Background: an optimization exercise with open tools, aiming at a short achievable clock period and few clock cycles. Do not read the settings as production practice. In this exercise RTL edits were held to simulation tests only and were not proved equivalent to the original. Power and IR drop assume default switching activity.

$ cat flow/run.sh
#!/bin/bash
# synth_recipe.tcl (not shown) runs the flow's synth.tcl, then flattens the netlist and writes it again
# the make line also repeats each setting of config.mk as NAME=value (left out here)
make -C /OpenROAD-flow-scripts/flow DESIGN_CONFIG=/design/flow/config.mk WORK_HOME=/design/flow/orfs CLKGATE_MAP_FILE= SYNTH_SCRIPT=/design/flow/synth_recipe.tcl finish
$ cat flow/config.mk
export PLATFORM = sky130hd
export DESIGN_NAME = swx_top
export DESIGN_NICKNAME = swx_top
export VERILOG_FILES = /design/flow/design.v
export SDC_FILE = /design/flow/constraint.sdc
export NUM_CORES = 4
export LEC_CHECK = 0
export CAP_MARGIN = 20
export CORE_MARGIN = 2
export CORE_UTILIZATION = 40
export SLEW_MARGIN = 20
$ cat flow/constraint.sdc
create_clock -name core_clock -period 10.0 [get_ports {clk}]
set_input_delay 2.0000 -clock core_clock [delete_from_list [all_inputs] [get_ports {clk}]]
set_output_delay 2.0000 -clock core_clock [all_outputs]
set_load 0.01 [all_outputs]
$ cat flow/design.v
module swx_top (
    input  wire        clk,
    input  wire        rst,
    input  wire        req_valid,
    input  wire [7:0]  req_data,
    output wire        req_ready,
    output reg         res_valid,
    output reg         res_ok,
    output reg  [39:0] res_data,
    output reg         fault,
    output reg  [2:0]  fault_code,
    output reg  [7:0]  fault_info,
    output reg         bus_valid,
    output reg  [7:0]  bus_data,
    output reg         bus_last,
    input  wire        bus_ready,
    input  wire [7:0]  bus_rdata,
    output reg         ce,
    output wire [2:0]  pstate,
    output reg         wait_valid,
    output reg  [2:0]  wait_id,
    output reg  [31:0] wait_us,
    input  wire        wait_ready,
    output reg         rxb_we,
    output reg  [5:0]  rxb_addr,
    output reg  [7:0]  rxb_wdata
);
    localparam [7:0] CFG_PRIM_RX = 8'h01;
    localparam [7:0] CFG_PWR_UP  = 8'h02;
    localparam [4:0] OP_READ_REG    = 5'h01;
    localparam [4:0] OP_WRITE_REG   = 5'h02;
    localparam [4:0] OP_READ_ADDR   = 5'h03;
    localparam [4:0] OP_WRITE_ADDR  = 5'h04;
    localparam [4:0] OP_ADDR_ENCODE = 5'h05;
    localparam [4:0] OP_ADDR_DECODE = 5'h06;
    localparam [4:0] OP_ADDR_PARSE  = 5'h07;
    localparam [4:0] OP_POWER_UP    = 5'h08;
    localparam [4:0] OP_POWER_DOWN  = 5'h09;
    localparam [4:0] OP_START_RADIO = 5'h0A;
    localparam [4:0] OP_STOP_RADIO  = 5'h0B;
    localparam [4:0] OP_START_RX    = 5'h0C;
    localparam [4:0] OP_STOP_RX     = 5'h0D;
    localparam [4:0] OP_RX_READY    = 5'h0E;
    localparam [4:0] OP_RX_DYN      = 5'h0F;
    localparam [4:0] OP_RX_FIXED    = 5'h10;
    localparam [4:0] OP_TX          = 5'h11;
    localparam [4:0] OP_FLUSH_TX    = 5'h12;
    localparam [4:0] OP_FLUSH_RX    = 5'h13;
    localparam [4:0] OP_INIT        = 5'h14;
    localparam [4:0] OP_RX_LOOP     = 5'h15;
    localparam [4:0] OP_SHUTDOWN    = 5'h16;
    localparam [4:0] OP_WAIT        = 5'h17;
    localparam [4:0] K_OPND = 5'h18;
    localparam [2:0] F_ILLEGAL_REQ = 3'd1;
    localparam [2:0] F_WIDTH       = 3'd2;
    localparam [2:0] F_ADDR_REG    = 3'd3;
    localparam [2:0] F_PAYLOAD_LEN = 3'd4;
    localparam [2:0] F_BUS_CLOSED  = 3'd6;
    localparam [2:0] PS_UNKNOWN = 3'd0;
    localparam [2:0] PS_DOWN    = 3'd1;
    localparam [2:0] PS_STANDBY = 3'd2;
    localparam [2:0] PS_LISTEN  = 3'd3;
    localparam [2:0] PS_TX      = 3'd4;
    integer i;
    localparam QD = 16;
    reg  [12:0] qe [0:QD-1];           
    reg  [4:0]  qcnt;
    wire        qv = (qcnt != 5'd0);
    wire [4:0]  qk = qe[0][12:8];
    wire [7:0]  qd = qe[0][7:0];
    reg         q_push, q_pop;
    reg  [12:0] q_in;
    reg  [40:0] wq [0:3];
    reg  [1:0]  wrp, wwp;
    reg  [2:0]  wcnt;
    wire [40:0] wh = wq[wrp];
    reg         w_push, w_pop;
    reg  [40:0] w_in;
    localparam [1:0] I_OP = 2'd0, I_B1 = 2'd1, I_BODY = 2'd2, I_DEAD = 2'd3;
    reg  [1:0]  ist;
    reg  [4:0]  iop;
    reg  [7:0]  icnt;                  
    reg  [3:0]  ipos;                  
    reg  [2:0]  ilim;                  
    reg         ione;                  
    reg  [39:0] iacc;
    reg         ipok, ipnz, ik10;
    reg         iclosed;
    assign req_ready = (ist != I_DEAD) && (qcnt < QD) && (wcnt < 3'd4);
    wire req_fire = req_valid && req_ready;
    function [4:0] hexval(input [7:0] c);
        if (c >= 8'h30 && c <= 8'h39)      hexval = {1'b0, c[3:0]};
        else if (c >= 8'h61 && c <= 8'h66) hexval = {1'b0, c[3:0] + 4'd9};
        else if (c >= 8'h41 && c <= 8'h46) hexval = {1'b0, c[3:0] + 4'd9};
        else                               hexval = 5'h10;
    endfunction
    function closed_at_op(input [7:0] o);
        closed_at_op = (o == 8'h01) || (o == 8'h02) || (o >= 8'h08 && o <= 8'h10) ||
                       (o >= 8'h12 && o <= 8'h16);
    endfunction
    reg  [1:0]  ist_n;
    reg  [4:0]  iop_n;
    reg  [7:0]  icnt_n;
    reg  [3:0]  ipos_n;
    reg  [2:0]  ilim_n;
    reg         ione_n;
    reg  [39:0] iacc_n;
    reg         ipok_n, ipnz_n, ik10_n, iclosed_n;
    reg  [7:0]  b;
    reg  [4:0]  hv;
    reg  [4:0]  bm;
    reg         blong, bshort;
    always @* begin
        ist_n = ist; iop_n = iop; icnt_n = icnt; ipos_n = ipos; ilim_n = ilim;
        ione_n = ione; iacc_n = iacc; ipok_n = ipok; ipnz_n = ipnz; ik10_n = ik10;
        iclosed_n = iclosed;
        q_push = 1'b0; q_in = 13'd0;
        w_push = 1'b0; w_in = 41'd0;
        b = req_data;
        bm = req_data[4:0];
        blong  = (bm == 5'h0A) || (bm == 5'h0B) || (bm == 5'h10);
        bshort = (bm >= 5'h0C) && (bm <= 5'h0F);
        hv = hexval(req_data);
        if (req_fire) begin
            case (ist)
                I_OP: begin
                    iop_n = b[4:0];
                    if (b == 8'h00 || b > 8'h17) begin
                        q_push = 1'b1; q_in = {K_OPND + F_ILLEGAL_REQ, b}; ist_n = I_DEAD;
                    end else if (iclosed && closed_at_op(b)) begin
                        q_push = 1'b1; q_in = {K_OPND + F_BUS_CLOSED, b}; ist_n = I_DEAD;
                    end else begin
                        case (b[4:0])
                            OP_READ_REG, OP_WRITE_REG, OP_READ_ADDR, OP_WRITE_ADDR,
                            OP_ADDR_ENCODE, OP_ADDR_DECODE, OP_ADDR_PARSE, OP_TX,
                            OP_RX_LOOP, OP_WAIT:
                                ist_n = I_B1;
                            OP_INIT: begin
                                q_push = 1'b1; q_in = {b[4:0], 8'h00};
                                ist_n = I_BODY; icnt_n = 8'd12; ione_n = 1'b0; ipos_n = 4'd0;
                            end
                            default: begin
                                q_push = 1'b1; q_in = {b[4:0], 8'h00};
                                if (b[4:0] == OP_SHUTDOWN) iclosed_n = 1'b1;
                            end
                        endcase
                    end
                end
                I_B1: begin
                    ipos_n = 4'd0; iacc_n = 40'd0; ipok_n = 1'b1; ipnz_n = 1'b0;
                    ik10_n = (b >= 8'd10); ione_n = 1'b0;
                    case (iop)
                        OP_READ_REG: begin
                            q_push = 1'b1; q_in = {iop, b}; ist_n = I_OP;
                        end
                        OP_WRITE_REG: begin
                            q_push = 1'b1; q_in = {iop, b}; ist_n = I_BODY; icnt_n = 8'd1;
                        end
                        OP_READ_ADDR, OP_WRITE_ADDR: begin
                            if (!blong && !bshort) begin
                                q_push = 1'b1; q_in = {K_OPND + F_ADDR_REG, b}; ist_n = I_DEAD;
                            end else if (iclosed) begin
                                q_push = 1'b1; q_in = {K_OPND + F_BUS_CLOSED, 3'b000, iop}; ist_n = I_DEAD;
                            end else begin
                                q_push = 1'b1; q_in = {iop, b};
                                if (iop == OP_READ_ADDR) ist_n = I_OP;
                                else begin ist_n = I_BODY; icnt_n = 8'd5; ione_n = bshort; end
                            end
                        end
                        OP_ADDR_ENCODE, OP_ADDR_DECODE: begin
                            if (b == 8'd0 || b > 8'd5) begin
                                q_push = 1'b1; q_in = {K_OPND + F_WIDTH, b}; ist_n = I_DEAD;
                            end else begin
                                ist_n = I_BODY; ilim_n = b[2:0];
                                icnt_n = (iop == OP_ADDR_ENCODE) ? 8'd5 : {5'b00000, b[2:0]};
                            end
                        end
                        OP_ADDR_PARSE: begin
                            if (b == 8'd0) begin
                                q_push = 1'b1; q_in = {iop, 8'h00};
                                w_push = 1'b1; w_in = 41'd0; ist_n = I_OP;
                            end else begin
                                ist_n = I_BODY; icnt_n = b;
                            end
                        end
                        OP_TX: begin
                            if (b > 8'd32) begin
                                q_push = 1'b1; q_in = {K_OPND + F_PAYLOAD_LEN, b}; ist_n = I_DEAD;
                            end else if (iclosed) begin
                                q_push = 1'b1; q_in = {K_OPND + F_BUS_CLOSED, 3'b000, iop}; ist_n = I_DEAD;
                            end else begin
                                q_push = 1'b1; q_in = {iop, b};
                                if (b == 8'd0) ist_n = I_OP;
                                else begin ist_n = I_BODY; icnt_n = b; end
                            end
                        end
                        OP_RX_LOOP: begin
                            iacc_n[7:0] = b; ipos_n = 4'd1; ist_n = I_BODY; icnt_n = 8'd1;
                        end
                        default: begin  
                            iacc_n[7:0] = b; ipos_n = 4'd1; ist_n = I_BODY; icnt_n = 8'd3;
                        end
                    endcase
                end
                I_BODY: begin
                    icnt_n = icnt - 8'd1;
                    ipos_n = (ipos == 4'd15) ? ipos : ipos + 4'd1;
                    if (icnt == 8'd1) ist_n = I_OP;
                    case (iop)
                        OP_WRITE_REG, OP_WRITE_ADDR, OP_TX, OP_INIT: begin
                            if (!ione || ipos == 4'd0) begin
                                q_push = 1'b1; q_in = {K_OPND, b};
                            end
                        end
                        OP_ADDR_PARSE: begin
                            if (ipos < 4'd10) begin
                                if (hv[4]) ipok_n = 1'b0;
                                if (hv[3:0] != 4'd0) ipnz_n = 1'b1;
                                iacc_n = {iacc[35:0], hv[3:0]};
                            end
                            if (icnt == 8'd1) begin
                                q_push = 1'b1; q_in = {iop, 8'h00};
                                w_push = 1'b1;
                                w_in = (ik10 && ipok_n && ipnz_n) ? {1'b1, iacc_n} : 41'd0;
                            end
                        end
                        default: begin  
                            for (i = 0; i < 5; i = i + 1)
                                if (ipos == i && (iop != OP_ADDR_ENCODE || i < ilim))
                                    iacc_n[8*i +: 8] = b;
                            if (icnt == 8'd1) begin
                                q_push = 1'b1; q_in = {iop, 8'h00};
                                w_push = 1'b1; w_in = {1'b0, iacc_n};
                            end
                        end
                    endcase
                end
                default: ;
            endcase
        end
    end
    localparam [5:0]
        X_IDLE  = 6'd0,  X_FAULT = 6'd1,
        X_RR_C  = 6'd2,  X_RR_D  = 6'd3,             
        X_WA_C  = 6'd4,                              
        X_OP_W  = 6'd5,  X_OP_D  = 6'd6,             
        X_RA_C  = 6'd7,  X_RA_F  = 6'd8,  X_RS_C = 6'd9, X_RS_D = 6'd10,    
        X_CW_RES= 6'd11,                             
        X_CW_CF = 6'd12,                             
        X_CF_C  = 6'd13, X_CF_D  = 6'd14, X_CF_W = 6'd15, X_CF_V = 6'd16, X_CF_WT = 6'd17,
        X_RY_C  = 6'd18, X_RY_S  = 6'd19,            
        X_FX_C  = 6'd20, X_FX_S  = 6'd21,            
        X_BD_C  = 6'd22, X_BD_S  = 6'd23, X_BD_Q = 6'd24, X_BD_N = 6'd25,
        X_BD_FL = 6'd26, X_BD_P  = 6'd27, X_BD_R = 6'd28, X_BD_TC = 6'd29, X_BD_TV = 6'd30,
        X_LP_W  = 6'd31,                             
        X_TX_E  = 6'd32, X_TX_A  = 6'd33, X_TX_CW = 6'd34,
        X_TP_C  = 6'd35, X_TP_S  = 6'd36, X_TP_W = 6'd37,
        X_TS_C  = 6'd38, X_TS_V  = 6'd39, X_TM_E = 6'd40,
        X_TT_W  = 6'd41, X_TT_E  = 6'd42,
        X_FL    = 6'd43,                             
        X_IN_R  = 6'd44, X_IN_K  = 6'd45,            
        X_IN_E  = 6'd46;
    reg [5:0]  st;
    reg [4:0]  eop;
    reg [4:0]  em;
    reg        elong;
    reg [5:0]  elen;
    reg [5:0]  rc;
    reg [5:0]  bidx;
    reg [7:0]  rsp;
    reg [39:0] a40;
    reg [6:0]  pcnt;
    reg [15:0] lcnt;
    reg [15:0] plcnt;
    reg [5:0]  nlen;
    reg        nz;
    reg        lph;
    reg        tok;
    reg [1:0]  isub;
    reg [3:0]  ik;           
    reg        cfg_known;
    reg [7:0]  cfgsh;
    reg        xfirst, xp1, x20;
    reg [5:0]  st_n;
    reg [4:0]  eop_n, em_n;
    reg        elong_n;
    reg [5:0]  elen_n, rc_n, bidx_n, nlen_n;
    reg [7:0]  rsp_n;
    reg [39:0] a40_n;
    reg [6:0]  pcnt_n;
    reg [15:0] lcnt_n, plcnt_n;
    reg        nz_n, lph_n, tok_n;
    reg [1:0]  isub_n;
    reg [3:0]  ik_n;
    reg        cfg_known_n;
    reg [7:0]  cfgsh_n;
    reg        xfirst_n, xp1_n, x20_n;
    reg        bv_n, bl_n, wv_n, ce_n, rv_n, ro_n, rw_n, f_n;
    reg [7:0]  bd_n, rwd_n, fi_n;
    reg [2:0]  wi_n, fc_n;
    reg [31:0] wu_n;
    reg [39:0] rd_n;
    reg [5:0]  ra_n;
    wire bfire = bus_valid && bus_ready;
    wire wfire = wait_valid && wait_ready;
    wire rdy   = (bus_rdata[3:1] != 3'b111);        
    assign pstate = !cfg_known         ? PS_UNKNOWN :
                    !cfgsh[1]          ? PS_DOWN    :
                    !ce                ? PS_STANDBY :
                    cfgsh[0]           ? PS_LISTEN  : PS_TX;
    reg [7:0] cfmod;
    always @* begin
        case (eop)
            OP_START_RADIO, OP_INIT:   cfmod = bus_rdata | CFG_PWR_UP;
            OP_STOP_RADIO, OP_SHUTDOWN: cfmod = bus_rdata & ~CFG_PWR_UP;
            OP_START_RX:               cfmod = bus_rdata | CFG_PRIM_RX;
            OP_STOP_RX:                cfmod = bus_rdata & ~CFG_PRIM_RX;
            default:                   cfmod = lph ? (bus_rdata & ~CFG_PRIM_RX) : (bus_rdata | CFG_PRIM_RX);
        endcase
    end
    wire [2:0] cf_wid = (eop == OP_START_RX || eop == OP_STOP_RX || eop == OP_RX_LOOP) ? 3'd3 : 3'd2;
    always @* begin
        st_n = st; eop_n = eop; em_n = em; elong_n = elong; elen_n = elen; rc_n = rc;
        bidx_n = bidx; rsp_n = rsp; a40_n = a40; pcnt_n = pcnt; lcnt_n = lcnt;
        plcnt_n = plcnt; nlen_n = nlen; nz_n = nz; lph_n = lph; tok_n = tok; isub_n = isub;
        ik_n = ik;
        cfg_known_n = cfg_known; cfgsh_n = cfgsh;
        xfirst_n = xfirst; xp1_n = xp1; x20_n = x20;
        bv_n = bus_valid && !bus_ready; bd_n = bus_data; bl_n = bus_last;
        wv_n = wait_valid && !wait_ready; wi_n = wait_id; wu_n = wait_us;
        ce_n = ce;
        rv_n = 1'b0; ro_n = res_ok; rd_n = res_data;
        rw_n = 1'b0; ra_n = rxb_addr; rwd_n = rxb_wdata;
        f_n = fault; fc_n = fault_code; fi_n = fault_info;
        q_pop = 1'b0; w_pop = 1'b0;
        if (bfire) begin
            xfirst_n = bus_last;
            xp1_n    = xfirst;
            if (xfirst) x20_n = (bus_data == 8'h20);
            if (bus_last && !xfirst && xp1 && x20) begin
                cfg_known_n = 1'b1;
                cfgsh_n     = bus_data;
            end
        end
        case (st)
            X_IDLE: if (qv) begin
                q_pop = 1'b1;
                eop_n = qk; em_n = qd[4:0];
                elong_n = (qd[4:0] == 5'h0A) || (qd[4:0] == 5'h0B) || (qd[4:0] == 5'h10);
                elen_n = qd[5:0];
                case (qk)
                    OP_READ_REG: begin begin bv_n = 1'b1; bd_n = ({3'b000, qd[4:0]}); bl_n = (1'b0); end st_n = X_RR_C; end
                    OP_WRITE_REG: begin begin bv_n = 1'b1; bd_n = ({3'b001, qd[4:0]}); bl_n = (1'b0); end st_n = X_WA_C; elong_n = 1'b0; end
                    OP_WRITE_ADDR: begin begin bv_n = 1'b1; bd_n = ({3'b001, qd[4:0]}); bl_n = (1'b0); end st_n = X_WA_C; end
                    OP_READ_ADDR: begin
                        if (elong_n) begin bv_n = 1'b1; bd_n = ({3'b000, qd[4:0]}); bl_n = (1'b0); end
                        else         begin bv_n = 1'b1; bd_n = (8'h0B); bl_n = (1'b0); end
                        st_n = X_RA_C;
                    end
                    OP_ADDR_ENCODE, OP_ADDR_DECODE, OP_ADDR_PARSE: begin
                        w_pop = 1'b1;
                        begin rv_n = 1'b1; ro_n = (wh[40]); rd_n = (wh[39:0]); st_n = X_IDLE; end
                    end
                    OP_POWER_UP:   begin ce_n = 1'b1; begin wv_n = 1'b1; wi_n = (3'd0); end st_n = X_CW_RES; end
                    OP_POWER_DOWN: begin ce_n = 1'b0; begin wv_n = 1'b1; wi_n = (3'd1); end st_n = X_CW_RES; end
                    OP_START_RADIO, OP_STOP_RADIO, OP_SHUTDOWN: begin begin bv_n = 1'b1; bd_n = (8'h00); bl_n = (1'b0); end st_n = X_CF_C; end
                    OP_START_RX:   begin ce_n = 1'b1; begin wv_n = 1'b1; wi_n = (3'd0); end st_n = X_CW_CF; end
                    OP_STOP_RX:    begin ce_n = 1'b0; begin wv_n = 1'b1; wi_n = (3'd1); end st_n = X_CW_CF; end
                    OP_RX_READY:   begin begin bv_n = 1'b1; bd_n = (8'h07); bl_n = (1'b0); end st_n = X_RY_C; end
                    OP_RX_DYN:     begin begin bv_n = 1'b1; bd_n = (8'h07); bl_n = (1'b0); end st_n = X_BD_C; end
                    OP_RX_FIXED:   begin begin bv_n = 1'b1; bd_n = (8'h07); bl_n = (1'b0); end st_n = X_FX_C; end
                    OP_TX:         begin begin bv_n = 1'b1; bd_n = (8'hE1); bl_n = (1'b1); end st_n = X_TX_E; end
                    OP_FLUSH_TX:   begin begin bv_n = 1'b1; bd_n = (8'hE1); bl_n = (1'b1); end st_n = X_FL; end
                    OP_FLUSH_RX:   begin begin bv_n = 1'b1; bd_n = (8'hE2); bl_n = (1'b1); end st_n = X_FL; end
                    OP_INIT:       begin begin bv_n = 1'b1; bd_n = (8'h30); bl_n = (1'b0); end st_n = X_WA_C; elong_n = 1'b1; isub_n = 2'd0; end
                    OP_RX_LOOP: begin
                        w_pop = 1'b1;
                        lcnt_n = wh[15:0]; plcnt_n = 16'd0; lph_n = 1'b0;
                        ce_n = 1'b1; begin wv_n = 1'b1; wi_n = (3'd0); end st_n = X_CW_CF;
                    end
                    OP_WAIT: begin
                        w_pop = 1'b1;
                        wu_n = wh[31:0];
                        begin wv_n = 1'b1; wi_n = (3'd6); end st_n = X_CW_RES;
                    end
                    default: begin  
                        f_n = 1'b1; fc_n = qk[2:0]; fi_n = qd; st_n = X_FAULT;
                    end
                endcase
            end
            X_RR_C: if (bfire) begin begin bv_n = 1'b1; bd_n = (8'hFF); bl_n = (1'b1); end st_n = X_RR_D; end
            X_RR_D: if (bfire) begin rv_n = 1'b1; ro_n = (1'b0); rd_n = ({32'd0, bus_rdata}); st_n = X_IDLE; end
            X_WA_C: if (bfire) begin
                rc_n = elong ? 6'd5 : 6'd1;
                if (qv) begin q_pop = 1'b1; begin bv_n = 1'b1; bd_n = (qd); bl_n = (!elong); end st_n = X_OP_D; end
                else st_n = X_OP_W;
            end
            X_TX_A: if (bfire) begin
                if (elen == 6'd0) begin
                    ce_n = 1'b1; begin wv_n = 1'b1; wi_n = (3'd0); end st_n = X_TX_CW; pcnt_n = 7'd0;
                end else begin
                    rc_n = elen;
                    if (qv) begin q_pop = 1'b1; begin bv_n = 1'b1; bd_n = (qd); bl_n = (elen == 6'd1); end st_n = X_OP_D; end
                    else st_n = X_OP_W;
                end
            end
            X_OP_W: if (qv) begin q_pop = 1'b1; begin bv_n = 1'b1; bd_n = (qd); bl_n = (rc == 6'd1); end st_n = X_OP_D; end
            X_OP_D: if (bfire) begin
                if (rc == 6'd1) begin
                    case (eop)
                        OP_TX: begin ce_n = 1'b1; begin wv_n = 1'b1; wi_n = (3'd0); end st_n = X_TX_CW; pcnt_n = 7'd0; end
                        OP_INIT: begin
                            isub_n = isub + 2'd1;
                            case (isub)
                                2'd0: begin begin bv_n = 1'b1; bd_n = (8'h2B); bl_n = (1'b0); end st_n = X_WA_C; end
                                2'd1: begin begin bv_n = 1'b1; bd_n = (8'h26); bl_n = (1'b0); end st_n = X_IN_K; ik_n = 4'd1; end
                                2'd2: begin begin bv_n = 1'b1; bd_n = (8'h20); bl_n = (1'b0); end st_n = X_IN_K; ik_n = 4'd8; end
                                default: begin begin bv_n = 1'b1; bd_n = (8'h00); bl_n = (1'b0); end st_n = X_CF_C; end
                            endcase
                        end
                        default: begin rv_n = 1'b1; ro_n = (1'b0); rd_n = (res_data); st_n = X_IDLE; end
                    endcase
                end else begin
                    rc_n = rc - 6'd1;
                    if (qv) begin q_pop = 1'b1; begin bv_n = 1'b1; bd_n = (qd); bl_n = (rc == 6'd2); end end
                    else st_n = X_OP_W;
                end
            end
            X_IN_K: if (bfire) begin
                ik_n = ik + 4'd1;
                case (ik)
                    4'd1: begin bv_n = 1'b1; bd_n = (8'h0F); bl_n = (1'b1); end
                    4'd2: begin bv_n = 1'b1; bd_n = (8'h3C); bl_n = (1'b0); end
                    4'd3: begin bv_n = 1'b1; bd_n = (8'h3F); bl_n = (1'b1); end
                    4'd4: begin bv_n = 1'b1; bd_n = (8'h3D); bl_n = (1'b0); end
                    4'd5: begin bv_n = 1'b1; bd_n = (8'h04); bl_n = (1'b1); end
                    4'd6: begin bv_n = 1'b1; bd_n = (8'h25); bl_n = (1'b0); end
                    4'd8: begin bv_n = 1'b1; bd_n = (8'h0C); bl_n = (1'b1); end
                    4'd9: begin bv_n = 1'b1; bd_n = (8'h24); bl_n = (1'b0); end
                    default: begin  
                        elong_n = 1'b0; rc_n = 6'd1;
                        if (qv) begin q_pop = 1'b1; begin bv_n = 1'b1; bd_n = (qd); bl_n = (1'b1); end st_n = X_OP_D; end
                        else st_n = X_OP_W;
                    end
                endcase
            end
            X_RA_C: if (bfire) begin begin bv_n = 1'b1; bd_n = (8'hFF); bl_n = (1'b0); end rc_n = 6'd5; st_n = X_RA_F; end
            X_RA_F: if (bfire) begin
                a40_n = {bus_rdata, a40[39:8]};
                rc_n = rc - 6'd1;
                if (rc == 6'd1) begin
                    if (elong) begin rv_n = 1'b1; ro_n = (1'b0); rd_n = (a40_n); st_n = X_IDLE; end
                    else begin begin bv_n = 1'b1; bd_n = ({3'b000, em}); bl_n = (1'b0); end st_n = X_RS_C; end
                end else begin bv_n = 1'b1; bd_n = (8'hFF); bl_n = (rc == 6'd2); end
            end
            X_RS_C: if (bfire) begin begin bv_n = 1'b1; bd_n = (8'hFF); bl_n = (1'b1); end st_n = X_RS_D; end
            X_RS_D: if (bfire) begin rv_n = 1'b1; ro_n = (1'b0); rd_n = ({a40[39:8], bus_rdata}); st_n = X_IDLE; end
            X_CW_RES: if (wfire) begin rv_n = 1'b1; ro_n = (tok); rd_n = (res_data); st_n = X_IDLE; end
            X_CW_CF:  if (wfire) begin begin bv_n = 1'b1; bd_n = (8'h00); bl_n = (1'b0); end st_n = X_CF_C; end
            X_CF_C:  if (bfire) begin begin bv_n = 1'b1; bd_n = (8'hFF); bl_n = (1'b1); end st_n = X_CF_D; end
            X_CF_D:  if (bfire) begin rsp_n = cfmod; begin bv_n = 1'b1; bd_n = (8'h20); bl_n = (1'b0); end st_n = X_CF_W; end
            X_CF_W:  if (bfire) begin begin bv_n = 1'b1; bd_n = (rsp); bl_n = (1'b1); end st_n = X_CF_V; end
            X_CF_V:  if (bfire) begin begin wv_n = 1'b1; wi_n = (cf_wid); end st_n = X_CF_WT; end
            X_CF_WT: if (wfire) begin
                if (eop == OP_INIT) begin begin bv_n = 1'b1; bd_n = (8'hE2); bl_n = (1'b1); end st_n = X_FL; end
                else if (eop == OP_RX_LOOP && !lph) begin
                    lph_n = 1'b1;
                    if (lcnt == 16'd0) begin ce_n = 1'b0; begin wv_n = 1'b1; wi_n = (3'd1); end st_n = X_CW_CF; end
                    else begin begin bv_n = 1'b1; bd_n = (8'h07); bl_n = (1'b0); end st_n = X_BD_C; end
                end else begin rv_n = 1'b1; ro_n = (1'b0); rd_n = ({24'd0, plcnt}); st_n = X_IDLE; end
            end
            X_FL: if (bfire) begin rv_n = 1'b1; ro_n = (1'b0); rd_n = (res_data); st_n = X_IDLE; end
            X_RY_C: if (bfire) begin begin bv_n = 1'b1; bd_n = (8'hFF); bl_n = (1'b1); end st_n = X_RY_S; end
            X_RY_S: if (bfire) begin rv_n = 1'b1; ro_n = (rdy); rd_n = (res_data); st_n = X_IDLE; end
            X_FX_C: if (bfire) begin begin bv_n = 1'b1; bd_n = (8'hFF); bl_n = (1'b1); end st_n = X_FX_S; end
            X_FX_S: if (bfire) begin
                if (rdy) begin begin bv_n = 1'b1; bd_n = (8'h61); bl_n = (1'b0); end rc_n = 6'd8; bidx_n = 6'd0; st_n = X_BD_P; end
                else begin rv_n = 1'b1; ro_n = (1'b0); rd_n = (res_data); st_n = X_IDLE; end
            end
            X_BD_C: if (bfire) begin begin bv_n = 1'b1; bd_n = (8'hFF); bl_n = (1'b1); end st_n = X_BD_S; end
            X_BD_S: if (bfire) begin
                if (rdy) begin begin bv_n = 1'b1; bd_n = (8'h60); bl_n = (1'b0); end st_n = X_BD_Q; end
                else begin
                    nlen_n = 6'd0;
                    if (eop == OP_RX_DYN) begin rv_n = 1'b1; ro_n = (1'b0); rd_n = (40'd0); st_n = X_IDLE; end
                    else begin nz_n = 1'b0; begin wv_n = 1'b1; wi_n = (3'd5); end st_n = X_LP_W; end
                end
            end
            X_BD_Q: if (bfire) begin begin bv_n = 1'b1; bd_n = (8'hFF); bl_n = (1'b1); end st_n = X_BD_N; end
            X_BD_N: if (bfire) begin
                if (bus_rdata > 8'd32) begin
                    nlen_n = 6'd0; begin bv_n = 1'b1; bd_n = (8'hE2); bl_n = (1'b1); end st_n = X_BD_FL;
                end else begin
                    nlen_n = bus_rdata[5:0]; rc_n = bus_rdata[5:0]; bidx_n = 6'd0;
                    begin bv_n = 1'b1; bd_n = (8'h61); bl_n = (bus_rdata == 8'd0); end st_n = X_BD_P;
                    rw_n = 1'b1; ra_n = bus_rdata[5:0]; rwd_n = 8'h00;
                end
            end
            X_BD_FL: if (bfire) begin
                if (eop == OP_RX_DYN) begin rv_n = 1'b1; ro_n = (1'b0); rd_n = (40'd0); st_n = X_IDLE; end
                else begin nz_n = 1'b0; begin wv_n = 1'b1; wi_n = (3'd5); end st_n = X_LP_W; end
            end
            X_BD_P: if (bfire) begin
                if (rc == 6'd0) begin begin bv_n = 1'b1; bd_n = (8'h27); bl_n = (1'b0); end st_n = X_BD_TC; end
                else begin begin bv_n = 1'b1; bd_n = (8'hFF); bl_n = (rc == 6'd1); end st_n = X_BD_R; end
            end
            X_BD_R: if (bfire) begin
                rw_n = 1'b1; ra_n = bidx; rwd_n = bus_rdata;
                bidx_n = bidx + 6'd1;
                rc_n = rc - 6'd1;
                if (rc == 6'd1) begin begin bv_n = 1'b1; bd_n = (8'h27); bl_n = (1'b0); end st_n = X_BD_TC; end
                else begin bv_n = 1'b1; bd_n = (8'hFF); bl_n = (rc == 6'd2); end
            end
            X_BD_TC: if (bfire) begin begin bv_n = 1'b1; bd_n = (8'h40); bl_n = (1'b1); end st_n = X_BD_TV; end
            X_BD_TV: if (bfire) begin
                if (eop == OP_RX_FIXED) begin rv_n = 1'b1; ro_n = (1'b1); rd_n = (res_data); st_n = X_IDLE; end
                else if (eop == OP_RX_DYN) begin rv_n = 1'b1; ro_n = (1'b0); rd_n = ({34'd0, nlen}); st_n = X_IDLE; end
                else begin nz_n = (nlen != 6'd0); begin wv_n = 1'b1; wi_n = (3'd5); end st_n = X_LP_W; end
            end
            X_LP_W: if (wfire) begin
                lcnt_n = lcnt - 16'd1;
                plcnt_n = plcnt + {15'd0, nz};
                if (lcnt == 16'd1) begin ce_n = 1'b0; begin wv_n = 1'b1; wi_n = (3'd1); end st_n = X_CW_CF; end
                else begin begin bv_n = 1'b1; bd_n = (8'h07); bl_n = (1'b0); end st_n = X_BD_C; end
            end
            X_TX_E:  if (bfire) begin begin bv_n = 1'b1; bd_n = (8'hA0); bl_n = (elen == 6'd0); end st_n = X_TX_A; end
            X_TX_CW: if (wfire) begin begin bv_n = 1'b1; bd_n = (8'h07); bl_n = (1'b0); end st_n = X_TP_C; end
            X_TP_C:  if (bfire) begin begin bv_n = 1'b1; bd_n = (8'hFF); bl_n = (1'b1); end st_n = X_TP_S; end
            X_TP_S:  if (bfire) begin
                pcnt_n = pcnt + 7'd1;
                if (bus_rdata[5]) begin
                    rsp_n = 8'h20; tok_n = 1'b1; begin bv_n = 1'b1; bd_n = (8'h27); bl_n = (1'b0); end st_n = X_TS_C;
                end else if (bus_rdata[4]) begin
                    rsp_n = 8'h10; tok_n = 1'b0; begin bv_n = 1'b1; bd_n = (8'h27); bl_n = (1'b0); end st_n = X_TS_C;
                end else begin
                    begin wv_n = 1'b1; wi_n = (3'd4); end st_n = X_TP_W;
                end
            end
            X_TS_C: if (bfire) begin begin bv_n = 1'b1; bd_n = (rsp); bl_n = (1'b1); end st_n = X_TS_V; end
            X_TS_V: if (bfire) begin
                if (tok) begin ce_n = 1'b0; begin wv_n = 1'b1; wi_n = (3'd1); end st_n = X_CW_RES; end
                else begin begin bv_n = 1'b1; bd_n = (8'hE1); bl_n = (1'b1); end st_n = X_TM_E; end
            end
            X_TM_E: if (bfire) begin ce_n = 1'b0; begin wv_n = 1'b1; wi_n = (3'd1); end st_n = X_CW_RES; end
            X_TP_W: if (wfire) begin
                if (pcnt == 7'd100) begin ce_n = 1'b0; begin wv_n = 1'b1; wi_n = (3'd1); end st_n = X_TT_W; end
                else begin begin bv_n = 1'b1; bd_n = (8'h07); bl_n = (1'b0); end st_n = X_TP_C; end
            end
            X_TT_W: if (wfire) begin begin bv_n = 1'b1; bd_n = (8'hE1); bl_n = (1'b1); end st_n = X_TT_E; end
            X_TT_E: if (bfire) begin tok_n = 1'b0; begin rv_n = 1'b1; ro_n = (1'b0); rd_n = (res_data); st_n = X_IDLE; end end
            default: ;   
        endcase
    end
    always @(posedge clk) begin
        if (rst) begin
            qcnt <= 5'd0;
            wrp <= 2'd0; wwp <= 2'd0; wcnt <= 3'd0;
            ist <= I_OP; iop <= 5'd0; icnt <= 8'd0; ipos <= 4'd0; ilim <= 3'd0;
            ione <= 1'b0; iacc <= 40'd0; ipok <= 1'b0; ipnz <= 1'b0; ik10 <= 1'b0;
            iclosed <= 1'b0;
            st <= X_IDLE; eop <= 5'd0; em <= 5'd0; elong <= 1'b0; elen <= 6'd0;
            rc <= 6'd0; bidx <= 6'd0; rsp <= 8'h00; a40 <= 40'd0; pcnt <= 7'd0;
            lcnt <= 16'd0; plcnt <= 16'd0; nlen <= 6'd0; nz <= 1'b0; lph <= 1'b0;
            tok <= 1'b0; isub <= 2'd0; ik <= 4'd0;
            cfg_known <= 1'b0; cfgsh <= 8'h00;
            xfirst <= 1'b1; xp1 <= 1'b0; x20 <= 1'b0;
            bus_valid <= 1'b0; bus_data <= 8'h00; bus_last <= 1'b0;
            wait_valid <= 1'b0; wait_id <= 3'd0; wait_us <= 32'd0;
            ce <= 1'b0;
            res_valid <= 1'b0; res_ok <= 1'b0; res_data <= 40'd0;
            rxb_we <= 1'b0; rxb_addr <= 6'd0; rxb_wdata <= 8'h00;
            fault <= 1'b0; fault_code <= 3'd0; fault_info <= 8'h00;
        end else begin
            for (i = 0; i < QD; i = i + 1) begin
                if (q_push && (i == (q_pop ? qcnt - 5'd1 : qcnt)))
                    qe[i] <= q_in;
                else if (q_pop)
                    qe[i] <= (i + 1 < QD) ? qe[(i + 1) % QD] : 13'd0;
            end
            qcnt <= qcnt + {4'd0, q_push} - {4'd0, q_pop};
            if (w_push) begin wq[wwp] <= w_in; wwp <= wwp + 2'd1; end
            if (w_pop) wrp <= wrp + 2'd1;
            wcnt <= wcnt + {2'd0, w_push} - {2'd0, w_pop};
            ist <= ist_n; iop <= iop_n; icnt <= icnt_n; ipos <= ipos_n; ilim <= ilim_n;
            ione <= ione_n; iacc <= iacc_n; ipok <= ipok_n; ipnz <= ipnz_n; ik10 <= ik10_n;
            iclosed <= iclosed_n;
            st <= st_n; eop <= eop_n; em <= em_n; elong <= elong_n; elen <= elen_n;
            rc <= rc_n; bidx <= bidx_n; rsp <= rsp_n; a40 <= a40_n; pcnt <= pcnt_n;
            lcnt <= lcnt_n; plcnt <= plcnt_n; nlen <= nlen_n; nz <= nz_n; lph <= lph_n;
            tok <= tok_n; isub <= isub_n; ik <= ik_n;
            cfg_known <= cfg_known_n; cfgsh <= cfgsh_n;
            xfirst <= xfirst_n; xp1 <= xp1_n; x20 <= x20_n;
            bus_valid <= bv_n; bus_data <= bd_n; bus_last <= bl_n;
            wait_valid <= wv_n; wait_id <= wi_n; wait_us <= wu_n;
            ce <= ce_n;
            res_valid <= rv_n; res_ok <= ro_n; res_data <= rd_n;
            rxb_we <= rw_n; rxb_addr <= ra_n; rxb_wdata <= rwd_n;
            fault <= f_n; fault_code <= fc_n; fault_info <= fi_n;
        end
    end
endmodule
==> results.txt <==
metal layers:
layer	vias to the layer above	global-route usage [%]	routed length [um]
li1	14500	-	-
met1	15400	35.8	54100
met2	1481	38.5	54700
met3	272	3.63	10100
met4	0	10.3	5190
met5	-	0	0
critical path, stage by stage:
cell             delay (ns)
clkdlybuf4s50_1        0.40
buf_4                  0.23
inv_1                  0.20
ha_1                   0.45
nor4b_1                0.69
nand4_1                0.36
o32ai_4                0.25
nor4_2                 0.15
a21oi_4                0.47
nand4_1                0.62
o21ai_1                1.02
power by group through the flow:
stage / clock, W / combinational [W] / sequential (W)
finish: 0.00302 / 0.00385 / 0.00384
global route: 0.00318 / 0.00412 / 0.00388
CTS: 0.00307 / 0.00375 / 0.00384
detailed placement: 0 / 0.00373 / 0.00389
global placement: 0 / 0.00372 / 0.00390
floorplan: 0 / 0.00260 / 0.00375
state kept, by name, indices dropped and copies added, names as in the netlist, 6 cells and up, named ones only:
| name | flops |
|---|---|
| bus_data | 8 |
| nlen | 6 |
| pcnt | 7 |
| qe | 208 |
| lcnt | 16 |
| plcnt | 16 |
| st | 6 |
| rxb_wdata | 8 |
| wq | 164 |
| fault_info | 8 |
| rc | 6 |
| wait_us | 32 |
| res_data | 40 |
| icnt | 8 |
| rxb_addr | 6 |
| bidx | 6 |
| iacc | 40 |
| a40 | 32 |
| rsp | 8 |
synth_stat cells (24+ instances only):
cell type  count
and3_1        34
a31oi_1       24
mux2i_1      100
a211oi_1      66
nor3_1        92
a21oi_1      314
ha_1          53
nor2_1       318
xnor2_1       29
a311oi_1      27
inv_1         74
o21ai_0      167
buf_1         28
edfxtp_1     372
nand4_1       41
a222oi_1      38
a22o_1        42
nand2b_1      32
o2bb2ai_1     33
nand3_1       72
nand2_1      476
o21a_1        29
mux2_2       126
o22ai_1       48
and2_1        34
nor2b_1       44
mux4_2        41
dfxtp_1      327
o211ai_1      27
a22oi_1       54
clkbuf_1     255
worst max-delay path by stage:
stage / start / to / slack, ns / cells past startpoint
6_report: req_data[1] / qe[14][11] / 3.39 / 11
5_1_grt: req_data[1] / qe[14][3] / 3.07 / 11
4_1_cts: bus_ready / qe[15][10] / 3.35 / 9
3_5_place_dp: bus_ready / qe[15][4] / 2.72 / 9
3_3_place_gp: bus_ready / qe[15][4] / 2.92 / 9
2_1_floorplan: req_data[1] / qe[8][0] / 3.83 / 14
layout make-up:
cell class / instances / area [sq um] / share of cell area [%]
well taps: 1254 / 1570 / 3.68
clock buffers: 104 / 2230 / 5.22
clock inverters: 41 / 470 / 1.10
repair buffers: 228 / 2080 / 4.88
inverters: 79 / 297 / 0.695
multi-input cells: 2759 / 18300 / 42.9
flip-flops and latches: 699 / 17700 / 41.5
metrics by stage:
stage	hold slack, ns	utilization (%)
3_5_place_dp	0.446	43.0
5_1_grt	0.468	45.9
3_3_place_gp	0.444	42.9
6_report	0.453	45.9
4_1_cts	0.455	45.9
2_1_floorplan	0.430	-
cell families (layout without fill, tap and decap cells):
logic type | count (synthesis) | count (layout) | share of synthesized area [%]
AO/OA/AOI/OAI | 1080 | 1080 | 19.7
flip-flops | 699 | 699 | 47.4
adder cells (fa/ha/maj) | 56 | 56 | 1.91
XOR/XNOR | 44 | 44 | 1.03
AND/OR/NAND/NOR | 1308 | 1308 | 16.8
multiplexers | 271 | 271 | 9.07
buffers and inverters | 388 | 452 | 4.02
==> results.cfg <==
[outcome]
status = no timing/DRC/antenna violations

[cells_and_area]
fill_cells = 8750
final_cell_mix = nand2_1 (475), edfxtp_1 (372), dfxtp_1 (319)
drive_above_1_share_pct = 12.2
final_area_sq_um = 42700
syn_to_final_growth_pct = 14.2
final_common_cell = nand2_1
antenna_cells = 0
stdcell_count = 5164
fin_nets = 3922

[grt]
grt_pass1_wl_um = 186000
first_global_vias = 29300
grtUsageTotal_pct = 25.2
antenna_found_initial = 1
overflow = 0
grt_start_max_net_pins = 160

[synthesis]
synthFlopType = edfxtp_1
syn_area_sq_um = 37400
synth.distinct_cells = 103
synth_edf_count = 372
synth.net_count = 3922
synth_top_area_share_pct = 29.9
ys_top_cells_by_area = edfxtp_1 (30%), dfxtp_1 (18%), nand2_1 (4.8%), a21oi_1 (4.2%), mux2_2 (3.8%)
synthCells = 3846
post-synth-top-area-cell = edfxtp_1
syn_avg_cell_area_sq_um = 9.72
yosysSeqAreaShare_pct = 47.4
ys_ff_latch = 699
ys_warn_count = 2
ys_async_sr_fraction_pct = 0

[detailed_routing]
dr.pass1.iters = 9
drtIter0Drc = 3904
wire_per_inst_um = 24.0
ant_nets = 0
dr_total_vias = 31700
vias_per_cell = 6.13
drc_errors = 0
wl_um = 124000

[clock_tree]
htreeDepth = 3
tritoncts = built
clk_latency_ns = 0.65
ctsHoldBuffers = 0
ctsLongestPathBuffers = 3
cts_buffers = 79
clkSinkCount = 699
cts_root_buffer = clkbuf_16
post_cts_resized = 0
cts_setup_buffers = 0
clkTransAtPathRegs_ns = 0.06

[worst_setup_path]
cp-start-kind = primary input
critPathArrivalTime_ns = 6.87
criticalPathCategory = primary input to flop
cp-end-kind = flop
r2r_end = qe[15][9]
required_ns = 10.25
r2r_start = st[2]
reg2reg_depth = 8
reg2reg_slack_ns = 4.33
worstPathMaxFanout = 19

[hold_path]
min_path_cells = 2
hold_path.class = flop to flop
holdPathEnd = wait_us[5]
hold_start = wait_us[5]

[job]
cap_violations = 0

[placed_design]
gp_congestion = 1.01
portBuffers = 140
post-place-ws_ns = 2.72
hpwl_um = 84200
place_area_sq_um = 39900
placed_cells = 5017

[die]
die_y_um = 310
core_area_sq_um = 92900
num_rows = 112
initial_utilization_pct = 40.2
ioPinCount = 141
die_x_um = 310
dieArea_sq_um = 95900

[power]
power_density_nw_per_um2 = 251
p_int_w = 0.00666
switching_share_pct = 37.8
p_leak_nw = 14.2
ir_drop_v = 0.000141
p_switching_w = 0.00405
p_comb_share_pct = 35.9
p_total_w = 0.0107
p_clk_share_pct = 28.2
p_seq_share_pct = 35.9

[sta]
period_share_pct = 66.1
min_period_ns = 6.61
slew_headroom_pct = 27.3
fin_setup_tns_ns = 0
maxSlewViolCount = 0
setup_viol = 0
tightest_slew_ns = 1.09
finalWorstSetupSlack_ns = 3.39
final-hold-violation-count = 0
max_freq_ghz = 0.151
grt_setup_unrepaired = false
skew_ns = 0.0258
Testbench counts, summed over its fixed seeds: cycles 19,075.

[static timing again, ports no longer ideal]
The flow's constraints put no driver on any port. The routed layout listed below was extracted and timed again, unchanged, in two steps.
Step 1, drivers: a clkbuf_16 drives clk and a buf_2 each remaining input, both assumed.
Step 2, shift: input delay + t, output delay - t, t = (earliest + latest rising clock arrival at the registers) / 2. This alone moves slack from input paths to output paths.
Three values: ideal ports, drivers, drivers and shift; two values: the first two.
shift t [ns]: 0.699
setup slack, ns: 3.387 / 3.431 / 2.733
latest minus earliest clock arrival (ns): 0.027 / 0.027
slew at the worst register clock pin (ns): 0.06 / 0.06
cell pins on the clock port's net: 1
After both steps this run still meets setup and hold. For this run, drivers alone change the setup slack by +0.044 ns; drivers and shift together by -0.654 ns.
